Background: an optimization exercise with open tools, aiming at small area, a short achievable clock period and few clock cycles per item. Do not read the settings as production practice. In this exercise RTL edits were held to simulation tests only and were not proved equivalent to the original. Power and IR drop assume default switching activity.

==> trial 23 <==
==> flow/design.v <==
module med5 (
    input  wire [15:0] h0,
    input  wire [15:0] h1,
    input  wire [15:0] h2,
    input  wire [15:0] h3,
    input  wire [15:0] h4,
    input  wire        lt12, lt13, lt14, lt23, lt24, lt34,
    output wire        lt01, lt02, lt03,
    output wire [15:0] med
);
    function lt16(input [15:0] a, input [15:0] b);
        integer i;
        reg l;
        begin
            l = 1'b0;
            for (i = 0; i < 16; i = i + 1)
                l = (~a[i] & b[i]) | (~a[i] & l) | (b[i] & l);
            lt16 = l;
        end
    endfunction
    assign lt01 = lt16(h0, h1);
    assign lt02 = lt16(h0, h2);
    assign lt03 = lt16(h0, h3);
    wire   lt04 = lt16(h0, h4);
    function [1:0] cnt3(input b0, input b1, input b2);
        cnt3 = {1'b0, b0} + {1'b0, b1} + {1'b0, b2};
    endfunction
    wire [1:0] o1 = cnt3(~lt12, ~lt13, ~lt14);
    wire [1:0] o2 = cnt3( lt12, ~lt23, ~lt24);
    wire [1:0] o3 = cnt3( lt13,  lt23, ~lt34);
    wire [1:0] o4 = cnt3( lt14,  lt24,  lt34);
    wire [4:1] r1 = {o4 == 2'd1, o3 == 2'd1, o2 == 2'd1, o1 == 2'd1};
    wire [4:1] r2 = {o4 == 2'd2, o3 == 2'd2, o2 == 2'd2, o1 == 2'd2};
    wire [4:1] b0 = {lt04, lt03, lt02, lt01};
    wire [4:1] sk = (b0 & r1) | (~b0 & r2);
    wire       s0 = ~|(b0 & r1) & |(b0 & r2);
    assign med = ({16{s0}} & h0) | ({16{sk[1]}} & h1) | ({16{sk[2]}} & h2)
               | ({16{sk[3]}} & h3) | ({16{sk[4]}} & h4);
endmodule
module ppm_median_filter (
    input  wire         clk,
    input  wire         rst,
    input  wire         in_valid,
    output wire         in_ready,
    input  wire         in_init,
    input  wire [255:0] in_data,
    output reg          out_valid,
    output reg  [255:0] out_data
);
    localparam NCH = 16;
    reg  [255:0] h0, h1, h2, h3, h4;
    reg  [3:0]   fill;           
    reg          ready;
    reg  [15:0]  dflt;           
    reg          got;            
    reg  [NCH-1:0] lt12, lt13, lt14, lt23, lt24, lt34;
    assign in_ready = ready;
    wire busy   = fill[0];
    wire sample = in_valid & ready & ~in_init & ~rst;
    wire init   = in_valid & ready &  in_init & ~rst;
    wire shift  = got | busy;
    always @(posedge clk) begin
        if (rst) begin
            fill  <= 4'b0000;
            ready <= 1'b1;
        end else if (init) begin
            fill  <= 4'b1111;
            ready <= 1'b0;
        end else begin
            fill  <= {1'b0, fill[3:1]};
            ready <= ~fill[2];
        end
    end
    always @(posedge clk)
        if (init)
            dflt <= in_data[15:0];
    always @(posedge clk) begin
        got       <= sample;
        out_valid <= got & ~rst;
    end
    always @(posedge clk)
        h0 <= in_data;
    always @(posedge clk)
        if (shift) begin
            h1 <= busy ? {NCH{dflt}} : h0;
            h2 <= h1;
            h3 <= h2;
            h4 <= h3;
        end
    wire [NCH-1:0] lt01, lt02, lt03;
    wire [255:0]   med;
    genvar gc;
    generate
        for (gc = 0; gc < NCH; gc = gc + 1) begin : ch
            med5 u_med5 (
                .h0(h0[gc*16 +: 16]), .h1(h1[gc*16 +: 16]), .h2(h2[gc*16 +: 16]),
                .h3(h3[gc*16 +: 16]), .h4(h4[gc*16 +: 16]),
                .lt12(lt12[gc]), .lt13(lt13[gc]), .lt14(lt14[gc]),
                .lt23(lt23[gc]), .lt24(lt24[gc]), .lt34(lt34[gc]),
                .lt01(lt01[gc]), .lt02(lt02[gc]), .lt03(lt03[gc]),
                .med(med[gc*16 +: 16])
            );
        end
    endgenerate
    always @(posedge clk)
        if (shift) begin
            lt12 <= busy ? {NCH{1'b0}} : lt01;
            lt13 <= busy ? {NCH{1'b0}} : lt02;
            lt14 <= busy ? {NCH{1'b0}} : lt03;
            lt23 <= busy ? {NCH{1'b0}} : lt12;
            lt24 <= busy ? {NCH{1'b0}} : lt13;
            lt34 <= busy ? {NCH{1'b0}} : lt23;
        end
    always @(posedge clk)
        out_data <= med;
endmodule
==> flow/flow/run.sh <==
#!/bin/bash
# The standard layout, with timing repair asked to leave a setup slack of
# flow/setup_margin ns (the clock period less the achieved period), and
# port buffers of the cell named in flow/port_buffer.
set -euo pipefail
SETUP_MARGIN=$(cat flow/setup_margin)
PORT_BUF=$(cat flow/port_buffer)
bash standard.sh synth > synth.log 2>&1
bash standard.sh SETUP_SLACK_MARGIN=$SETUP_MARGIN \
    "BUFFER_PORTS_ARGS=-buffer_cell $PORT_BUF" finish > layout.log 2>&1
==> flow/flow/port_buffer <==
sky130_fd_sc_hd__buf_1
==> flow/flow/setup_margin <==
9.65
==> flow/standard.sh <==
#!/bin/bash
# synth_recipe.tcl (not shown) runs the flow's synth.tcl, then flattens the netlist and writes it again
# the make line also repeats each setting of config.mk as NAME=value (left out here)
make -C /OpenROAD-flow-scripts/flow DESIGN_CONFIG=/design/flow/config.mk WORK_HOME=/design/flow/orfs CLKGATE_MAP_FILE= SYNTH_SCRIPT=/design/flow/synth_recipe.tcl "${@:-finish}"
==> flow/config.mk <==
export PLATFORM = sky130hd
export DESIGN_NAME = ppm_median_filter
export DESIGN_NICKNAME = ppm_median_filter
export VERILOG_FILES = /design/flow/design.v
export SDC_FILE = /design/flow/constraint.sdc
export NUM_CORES = 4
export LEC_CHECK = 0
export CAP_MARGIN = 20
export CORE_MARGIN = 2
export CORE_UTILIZATION = 70
export CTS_CLUSTER_DIAMETER = 100
export CTS_CLUSTER_SIZE = 20
export SLEW_MARGIN = 20
==> flow/constraint.sdc <==
create_clock -name core_clock -period 13.5 [get_ports {clk}]
set_input_delay 2.7000 -clock core_clock [delete_from_list [all_inputs] [get_ports {clk}]]
set_output_delay 2.7000 -clock core_clock [all_outputs]
set_load 0.01 [all_outputs]
==> inputs of build 47, as changes to trial 23 <==
==> flow/design.v (replaced) <==
module med5 (
    input  wire [15:0] a0,
    input  wire [15:0] a1,
    input  wire [15:0] a2,
    input  wire [15:0] a3,
    input  wire [15:0] a4,
    output wire [15:0] med
);
    wire [15:0] s1_0 = (a0 > a1) ? a1 : a0;
    wire [15:0] s1_1 = (a0 > a1) ? a0 : a1;
    wire [15:0] s1_3 = (a3 > a4) ? a4 : a3;
    wire [15:0] s1_4 = (a3 > a4) ? a3 : a4;
    wire [15:0] s1_2 = a2;
    wire [15:0] s2_0 = (s1_0 > s1_3) ? s1_3 : s1_0;
    wire [15:0] s2_3 = (s1_0 > s1_3) ? s1_0 : s1_3;
    wire [15:0] s3_1 = (s1_1 > s1_4) ? s1_4 : s1_1;
    wire [15:0] s3_4 = (s1_1 > s1_4) ? s1_1 : s1_4;
    wire [15:0] s4_1 = (s3_1 > s1_2) ? s1_2 : s3_1;
    wire [15:0] s4_2 = (s3_1 > s1_2) ? s3_1 : s1_2;
    wire [15:0] s5_2 = (s4_2 > s2_3) ? s2_3 : s4_2;
    wire [15:0] s5_3 = (s4_2 > s2_3) ? s4_2 : s2_3;
    wire [15:0] s6_2 = (s4_1 > s5_2) ? s4_1 : s5_2;
    assign med = s6_2;
endmodule
module ppm_median_filter (
    input  wire         clk,
    input  wire         rst,
    input  wire         in_valid,
    output wire         in_ready,
    input  wire         in_init,
    input  wire [255:0] in_data,
    output reg          out_valid,
    output reg  [255:0] out_data
);
    localparam NCH   = 16;
    localparam DEPTH = 5;
    reg  [15:0] hist [0:DEPTH*NCH-1];
    reg  [2:0]  slot;
    assign in_ready = 1'b1;
    wire accept = in_valid & in_ready;
    wire sample = accept & ~in_init;
    always @(posedge clk) begin
        if (rst)
            slot <= 3'd0;
        else if (accept && in_init)
            slot <= 3'd0;
        else if (sample)
            slot <= (slot == DEPTH - 1) ? 3'd0 : slot + 3'd1;
    end
    integer s, c;
    always @(posedge clk) begin
        for (s = 0; s < DEPTH; s = s + 1)
            for (c = 0; c < NCH; c = c + 1)
                if (accept && in_init)
                    hist[s*NCH + c] <= in_data[15:0];
                else if (sample && slot == s)
                    hist[s*NCH + c] <= in_data[c*16 +: 16];
    end
    wire [255:0] med;
    genvar gc;
    generate
        for (gc = 0; gc < NCH; gc = gc + 1) begin : ch
            wire [15:0] w0 = (slot == 3'd0) ? in_data[gc*16 +: 16] : hist[0*NCH + gc];
            wire [15:0] w1 = (slot == 3'd1) ? in_data[gc*16 +: 16] : hist[1*NCH + gc];
            wire [15:0] w2 = (slot == 3'd2) ? in_data[gc*16 +: 16] : hist[2*NCH + gc];
            wire [15:0] w3 = (slot == 3'd3) ? in_data[gc*16 +: 16] : hist[3*NCH + gc];
            wire [15:0] w4 = (slot == 3'd4) ? in_data[gc*16 +: 16] : hist[4*NCH + gc];
            med5 u_med5 (
                .a0 (w0), .a1 (w1), .a2 (w2), .a3 (w3), .a4 (w4),
                .med(med[gc*16 +: 16])
            );
        end
    endgenerate
    always @(posedge clk) begin
        if (rst)
            out_valid <= 1'b0;
        else
            out_valid <= sample;
    end
    always @(posedge clk) begin
        if (sample)
            out_data <= med;
    end
endmodule
==> flow/run.sh (new file) <==
#!/bin/bash
# synth_recipe.tcl (not shown) runs the flow's synth.tcl, then flattens the netlist and writes it again
# the make line also repeats each setting of config.mk as NAME=value (left out here)
make -C /OpenROAD-flow-scripts/flow DESIGN_CONFIG=/design/flow/config.mk WORK_HOME=/design/flow/orfs CLKGATE_MAP_FILE= SYNTH_SCRIPT=/design/flow/synth_recipe.tcl finish
--- a/flow/config.mk
+++ b/flow/config.mk
@@ -7,7 +7,5 @@
 export LEC_CHECK = 0
 export CAP_MARGIN = 20
 export CORE_MARGIN = 2
-export CORE_UTILIZATION = 70
-export CTS_CLUSTER_DIAMETER = 100
-export CTS_CLUSTER_SIZE = 20
+export CORE_UTILIZATION = 40
 export SLEW_MARGIN = 20
removed: flow/flow/run.sh
removed: flow/flow/port_buffer
removed: flow/flow/setup_margin
removed: flow/standard.sh
==> inputs of trial 26, as changes to trial 23 <==
==> flow/flow/port_buffer (replaced) <==
sky130_fd_sc_hd__buf_2
==> flow/flow/setup_margin (replaced) <==
9.7
--- a/flow/config.mk
+++ b/flow/config.mk
@@ -7,7 +7,5 @@
 export LEC_CHECK = 0
 export CAP_MARGIN = 20
 export CORE_MARGIN = 2
-export CORE_UTILIZATION = 70
-export CTS_CLUSTER_DIAMETER = 100
-export CTS_CLUSTER_SIZE = 20
+export CORE_UTILIZATION = 40
 export SLEW_MARGIN = 20
==> notes <==
Die area: trial 23 < trial 26 < build 47. Sequential power, lowest first: trial 23, build 47, trial 26. The highest register-to-register slack belongs to trial 26, the lowest to build 47. Against build 47, the sequential share of layout area of trial 23 is higher by 28 points. In fmax, trial 23 is at 3.3 times the value of build 47. Cell area: build 47 is higher than trial 23 (110%).
Testbench counts of trial 23, summed over its fixed seeds: cycles 4,136, items 4,096.
Testbench counts of build 47, summed over its fixed seeds: cycles 4,104, items 4,096.
Testbench counts of trial 26, summed over its fixed seeds: cycles 4,136, items 4,096.

## re-timing with driven ports
The results above use ideal ports. As a check the final layouts listed here were re-extracted and re-timed, cells and wires unchanged. Step 1, drivers: a clkbuf_16 drives clk and a buf_2 each remaining input, both assumed. Step 2 moves the port delays by t, midway between the first and last clock arrival at a register: inputs arrive t later, outputs are due t later. That takes back most of the time a late clock gives input paths. Slacks: ideal / step 1 / step 2; pairs: ideal / step 1.
run | t, ns | slack for setup (ns) | worst slew at a driven data input, ns
trial 23 | 0.786 | 9.575 / 9.498 / 9.640 | 0.15
build 47 | 1.009 | 0.467 / 0.478 / -0.531 | 0.33
trial 26 | 0.899 | 9.425 / 9.348 / 9.352 | 0.19
Met with ideal ports but missed after step 2: setup timing in build 47. The setup slack of build 47, which loses most, moves by +0.011 ns with the drivers and by -0.998 ns with both steps.
